From an optimization exercise on the open Yosys and OpenROAD flow, aimed at small area, a short achievable clock period and few clock cycles per item; shortcuts taken in it are not production practice.
Function was checked by simulation only, so behaviour that the tests miss may differ from the original.
Power is estimated from default activity; no workload was simulated.

==> flow/design.v <==
module ghash_core (
    input  wire         clk,
    input  wire         rst,           
    input  wire         cmd_valid,
    output wire         cmd_ready,
    input  wire [31:0]  cmd_word,
    input  wire [127:0] cmd_data,
    input  wire         h_we,
    input  wire [127:0] h_wdata,
    output reg          done,
    output reg          err,
    output reg  [3:0]   err_code,
    output reg  [127:0] x,
    output reg  [63:0]  len_a,
    output reg  [63:0]  len_c,
    output reg  [1:0]   seq,
    output reg          partial
);
    localparam [7:0] OPC_INIT  = 8'h21;
    localparam [7:0] OPC_AAD   = 8'h22;
    localparam [7:0] OPC_TEXT  = 8'h23;
    localparam [7:0] OPC_FINAL = 8'h24;
    localparam [1:0] SEQ_IDLE    = 2'd0;
    localparam [1:0] SEQ_GH_AAD  = 2'd1;
    localparam [1:0] SEQ_GH_TEXT = 2'd2;
    localparam [3:0] E_NONE     = 4'd0;
    localparam [3:0] E_ILLEGAL  = 4'd1;
    localparam [3:0] E_BADLEN   = 4'd2;
    localparam [3:0] E_SEQUENCE = 4'd3;
    localparam [3:0] E_LENOVF   = 4'd7;
    localparam [127:0] R_POLY = {8'hE1, 120'd0};
    localparam [1:0] ST_IDLE = 2'd0;
    localparam [1:0] ST_MUL  = 2'd1;
    reg [1:0]   state;
    reg [127:0] h;
    reg [127:0] mul_a;      
    reg [127:0] mul_r;      
    reg [127:0] mul_sum;
    reg [3:0]   mul_cnt;
    reg [1:0]   pend_kind;  
    reg [63:0]  pend_len;   
    reg         pend_partial;
    assign cmd_ready = (state == ST_IDLE);
    wire accept = cmd_valid && cmd_ready;
    wire [7:0]  opc = cmd_word[7:0];
    wire [4:0]  n   = cmd_word[12:8];
    wire        rsv_bad = |cmd_word[31:13];
    wire        is_init  = (opc == OPC_INIT);
    wire        is_aad   = (opc == OPC_AAD);
    wire        is_text  = (opc == OPC_TEXT);
    wire        is_final = (opc == OPC_FINAL);
    wire        has_len  = is_aad || is_text;
    wire illegal = rsv_bad || !(is_init || is_aad || is_text || is_final) ||
                   (!has_len && (n != 5'd0));
    wire badlen  = has_len && ((n == 5'd0) || (n > 5'd16));
    wire aad_ok  = (seq == SEQ_GH_AAD) && !partial;
    wire text_ok = (seq == SEQ_GH_AAD) || ((seq == SEQ_GH_TEXT) && !partial);
    wire fin_ok  = (seq == SEQ_GH_AAD) || (seq == SEQ_GH_TEXT);
    wire seq_bad = (is_aad && !aad_ok) || (is_text && !text_ok) || (is_final && !fin_ok);
    wire [64:0] len_a_sum = {1'b0, len_a} + {57'd0, n, 3'd0};
    wire [64:0] len_c_sum = {1'b0, len_c} + {57'd0, n, 3'd0};
    wire ovf = (is_aad && len_a_sum[64]) || (is_text && len_c_sum[64]);
    reg [127:0] din_mask;
    integer i;
    always @(*) begin
        for (i = 0; i < 16; i = i + 1)
            din_mask[127 - 8*i -: 8] = (i < n) ? 8'hFF : 8'h00;
    end
    wire [127:0] block_in = is_final ? {len_a, len_c} : (cmd_data & din_mask);
    reg [127:0] sum_next, r_next;
    integer s;
    always @(*) begin
        sum_next = mul_sum;
        r_next   = mul_r;
        for (s = 0; s < 8; s = s + 1) begin
            if (mul_a[127 - s]) sum_next = sum_next ^ r_next;
            r_next = r_next[0] ? ((r_next >> 1) ^ R_POLY) : (r_next >> 1);
        end
    end
    always @(posedge clk) begin
        if (rst) begin
            state        <= ST_IDLE;
            h            <= 128'd0;
            mul_a        <= 128'd0;
            mul_r        <= 128'd0;
            mul_sum      <= 128'd0;
            mul_cnt      <= 4'd0;
            pend_kind    <= 2'd0;
            pend_len     <= 64'd0;
            pend_partial <= 1'b0;
            done         <= 1'b0;
            err          <= 1'b0;
            err_code     <= E_NONE;
            x            <= 128'd0;
            len_a        <= 64'd0;
            len_c        <= 64'd0;
            seq          <= SEQ_IDLE;
            partial      <= 1'b0;
        end else begin
            done <= 1'b0;
            case (state)
                ST_IDLE: begin
                    if (accept) begin
                        err      <= 1'b0;
                        err_code <= E_NONE;
                        if (illegal) begin
                            done <= 1'b1; err <= 1'b1; err_code <= E_ILLEGAL;
                        end else if (badlen) begin
                            done <= 1'b1; err <= 1'b1; err_code <= E_BADLEN;
                        end else if (seq_bad) begin
                            done <= 1'b1; err <= 1'b1; err_code <= E_SEQUENCE;
                        end else if (ovf) begin
                            done <= 1'b1; err <= 1'b1; err_code <= E_LENOVF;
                        end else if (is_init) begin
                            done    <= 1'b1;
                            x       <= 128'd0;
                            len_a   <= 64'd0;
                            len_c   <= 64'd0;
                            seq     <= SEQ_GH_AAD;
                            partial <= 1'b0;
                        end else begin
                            state        <= ST_MUL;
                            mul_a        <= x ^ block_in;
                            mul_r        <= h;
                            mul_sum      <= 128'd0;
                            mul_cnt      <= 4'd0;
                            pend_kind    <= is_aad ? 2'd0 : (is_text ? 2'd1 : 2'd2);
                            pend_len     <= is_aad ? len_a_sum[63:0] : len_c_sum[63:0];
                            pend_partial <= (n < 5'd16);
                        end
                    end else if (h_we && seq == SEQ_IDLE) begin
                        h <= h_wdata;
                    end
                end
                ST_MUL: begin
                    mul_a   <= mul_a << 8;
                    mul_r   <= r_next;
                    mul_sum <= sum_next;
                    mul_cnt <= mul_cnt + 4'd1;
                    if (mul_cnt == 4'd15) begin
                        state <= ST_IDLE;
                        done  <= 1'b1;
                        x     <= sum_next;
                        case (pend_kind)
                            2'd0: begin
                                len_a   <= pend_len;
                                seq     <= SEQ_GH_AAD;
                                partial <= pend_partial;
                            end
                            2'd1: begin
                                len_c   <= pend_len;
                                seq     <= SEQ_GH_TEXT;
                                partial <= pend_partial;
                            end
                            default: begin
                                seq     <= SEQ_IDLE;
                                partial <= 1'b0;
                            end
                        endcase
                    end
                end
                default: state <= ST_IDLE;
            endcase
        end
    end
endmodule
clock: 5.0 ns
lec_check: 0
cap_margin: 20
core_margin: 2
core_utilization: 45
slew_margin: 20
run.sh (not shown) runs the stock make flow with config.mk's settings and CLKGATE_MAP_FILE= SYNTH_SCRIPT=/design/flow/synth_recipe.tcl, a recipe that flattens the netlist after the stock synthesis.
Testbench counts at the start, summed over its fixed seeds: cycles 35,388, commands 2,364.
Rerun with:
--- a/flow/design.v
+++ b/flow/design.v
@@ -34,11 +34,11 @@
     reg [1:0]   state;
     reg [127:0] h;
     reg [127:0] mul_a;      
     reg [127:0] mul_r;      
     reg [127:0] mul_sum;
-    reg [3:0]   mul_cnt;
+    reg [6:0]   mul_cnt;
     reg [1:0]   pend_kind;  
     reg [63:0]  pend_len;   
     reg         pend_partial;
     assign cmd_ready = (state == ST_IDLE);
     wire accept = cmd_valid && cmd_ready;
@@ -65,28 +65,20 @@
     always @(*) begin
         for (i = 0; i < 16; i = i + 1)
             din_mask[127 - 8*i -: 8] = (i < n) ? 8'hFF : 8'h00;
     end
     wire [127:0] block_in = is_final ? {len_a, len_c} : (cmd_data & din_mask);
-    reg [127:0] sum_next, r_next;
-    integer s;
-    always @(*) begin
-        sum_next = mul_sum;
-        r_next   = mul_r;
-        for (s = 0; s < 8; s = s + 1) begin
-            if (mul_a[127 - s]) sum_next = sum_next ^ r_next;
-            r_next = r_next[0] ? ((r_next >> 1) ^ R_POLY) : (r_next >> 1);
-        end
-    end
+    wire [127:0] sum_next = mul_a[127] ? (mul_sum ^ mul_r) : mul_sum;
+    wire [127:0] r_next   = mul_r[0] ? ((mul_r >> 1) ^ R_POLY) : (mul_r >> 1);
     always @(posedge clk) begin
         if (rst) begin
             state        <= ST_IDLE;
             h            <= 128'd0;
             mul_a        <= 128'd0;
             mul_r        <= 128'd0;
             mul_sum      <= 128'd0;
-            mul_cnt      <= 4'd0;
+            mul_cnt      <= 7'd0;
             pend_kind    <= 2'd0;
             pend_len     <= 64'd0;
             pend_partial <= 1'b0;
             done         <= 1'b0;
             err          <= 1'b0;
@@ -121,25 +113,25 @@
                         end else begin
                             state        <= ST_MUL;
                             mul_a        <= x ^ block_in;
                             mul_r        <= h;
                             mul_sum      <= 128'd0;
-                            mul_cnt      <= 4'd0;
+                            mul_cnt      <= 7'd0;
                             pend_kind    <= is_aad ? 2'd0 : (is_text ? 2'd1 : 2'd2);
                             pend_len     <= is_aad ? len_a_sum[63:0] : len_c_sum[63:0];
                             pend_partial <= (n < 5'd16);
                         end
                     end else if (h_we && seq == SEQ_IDLE) begin
                         h <= h_wdata;
                     end
                 end
                 ST_MUL: begin
-                    mul_a   <= mul_a << 8;
+                    mul_a   <= mul_a << 1;
                     mul_r   <= r_next;
                     mul_sum <= sum_next;
-                    mul_cnt <= mul_cnt + 4'd1;
-                    if (mul_cnt == 4'd15) begin
+                    mul_cnt <= mul_cnt + 7'd1;
+                    if (mul_cnt == 7'd127) begin
                         state <= ST_IDLE;
                         done  <= 1'b1;
                         x     <= sum_next;
                         case (pend_kind)
                             2'd0: begin
Setup slack degrades by 0.080 ns.
Via count goes down by a quarter to a third.
Sequential share of layout area goes up by 8.4 points.
Utilization goes up by 2.6 points.
Clock skew goes down by 0.0035 ns.
Final cell count goes down by a quarter to a third.
Critical path depth stays the same.
Die area goes down by a quarter to a third.
Clock power goes down by a few percent.
Power goes down by a few percent.
First-iteration DRC count goes down by well over a third.
Testbench counts after the change, summed over its fixed seeds: cycles 264,316, commands 2,364.

-- separate check: timing with driven ports --
How much do the figures lean on ideal ports? The routed layouts below were timed once more, with nothing changed but the port constraints.
Step 1, drivers: a clkbuf_16 drives clk and a buf_2 each remaining input, both assumed.
Step 2 also shifts input and output timing later by t, the mid clock arrival at the registers, as if the neighbouring blocks saw the same clock.
Three values: ideal, step 1, step 2; two values: the first two.
run | shift t [ns] | setup slack, ns | worst register clock-pin slew, ns | worst data-port slew with drivers (ns) | pins driven straight from the clock port
the first run | 0.770 | 0.812 / 0.861 / 0.091 | 0.07 / 0.07 | 0.12 | 1
the second run | 0.726 | 0.732 / 0.691 / -0.035 | 0.07 / 0.07 | 0.15 | 1
With both steps, setup timing fails in the second run, where it was met with ideal ports. For the second run, which loses most, drivers alone change the setup slack by -0.041 ns; drivers and shift together by -0.767 ns.
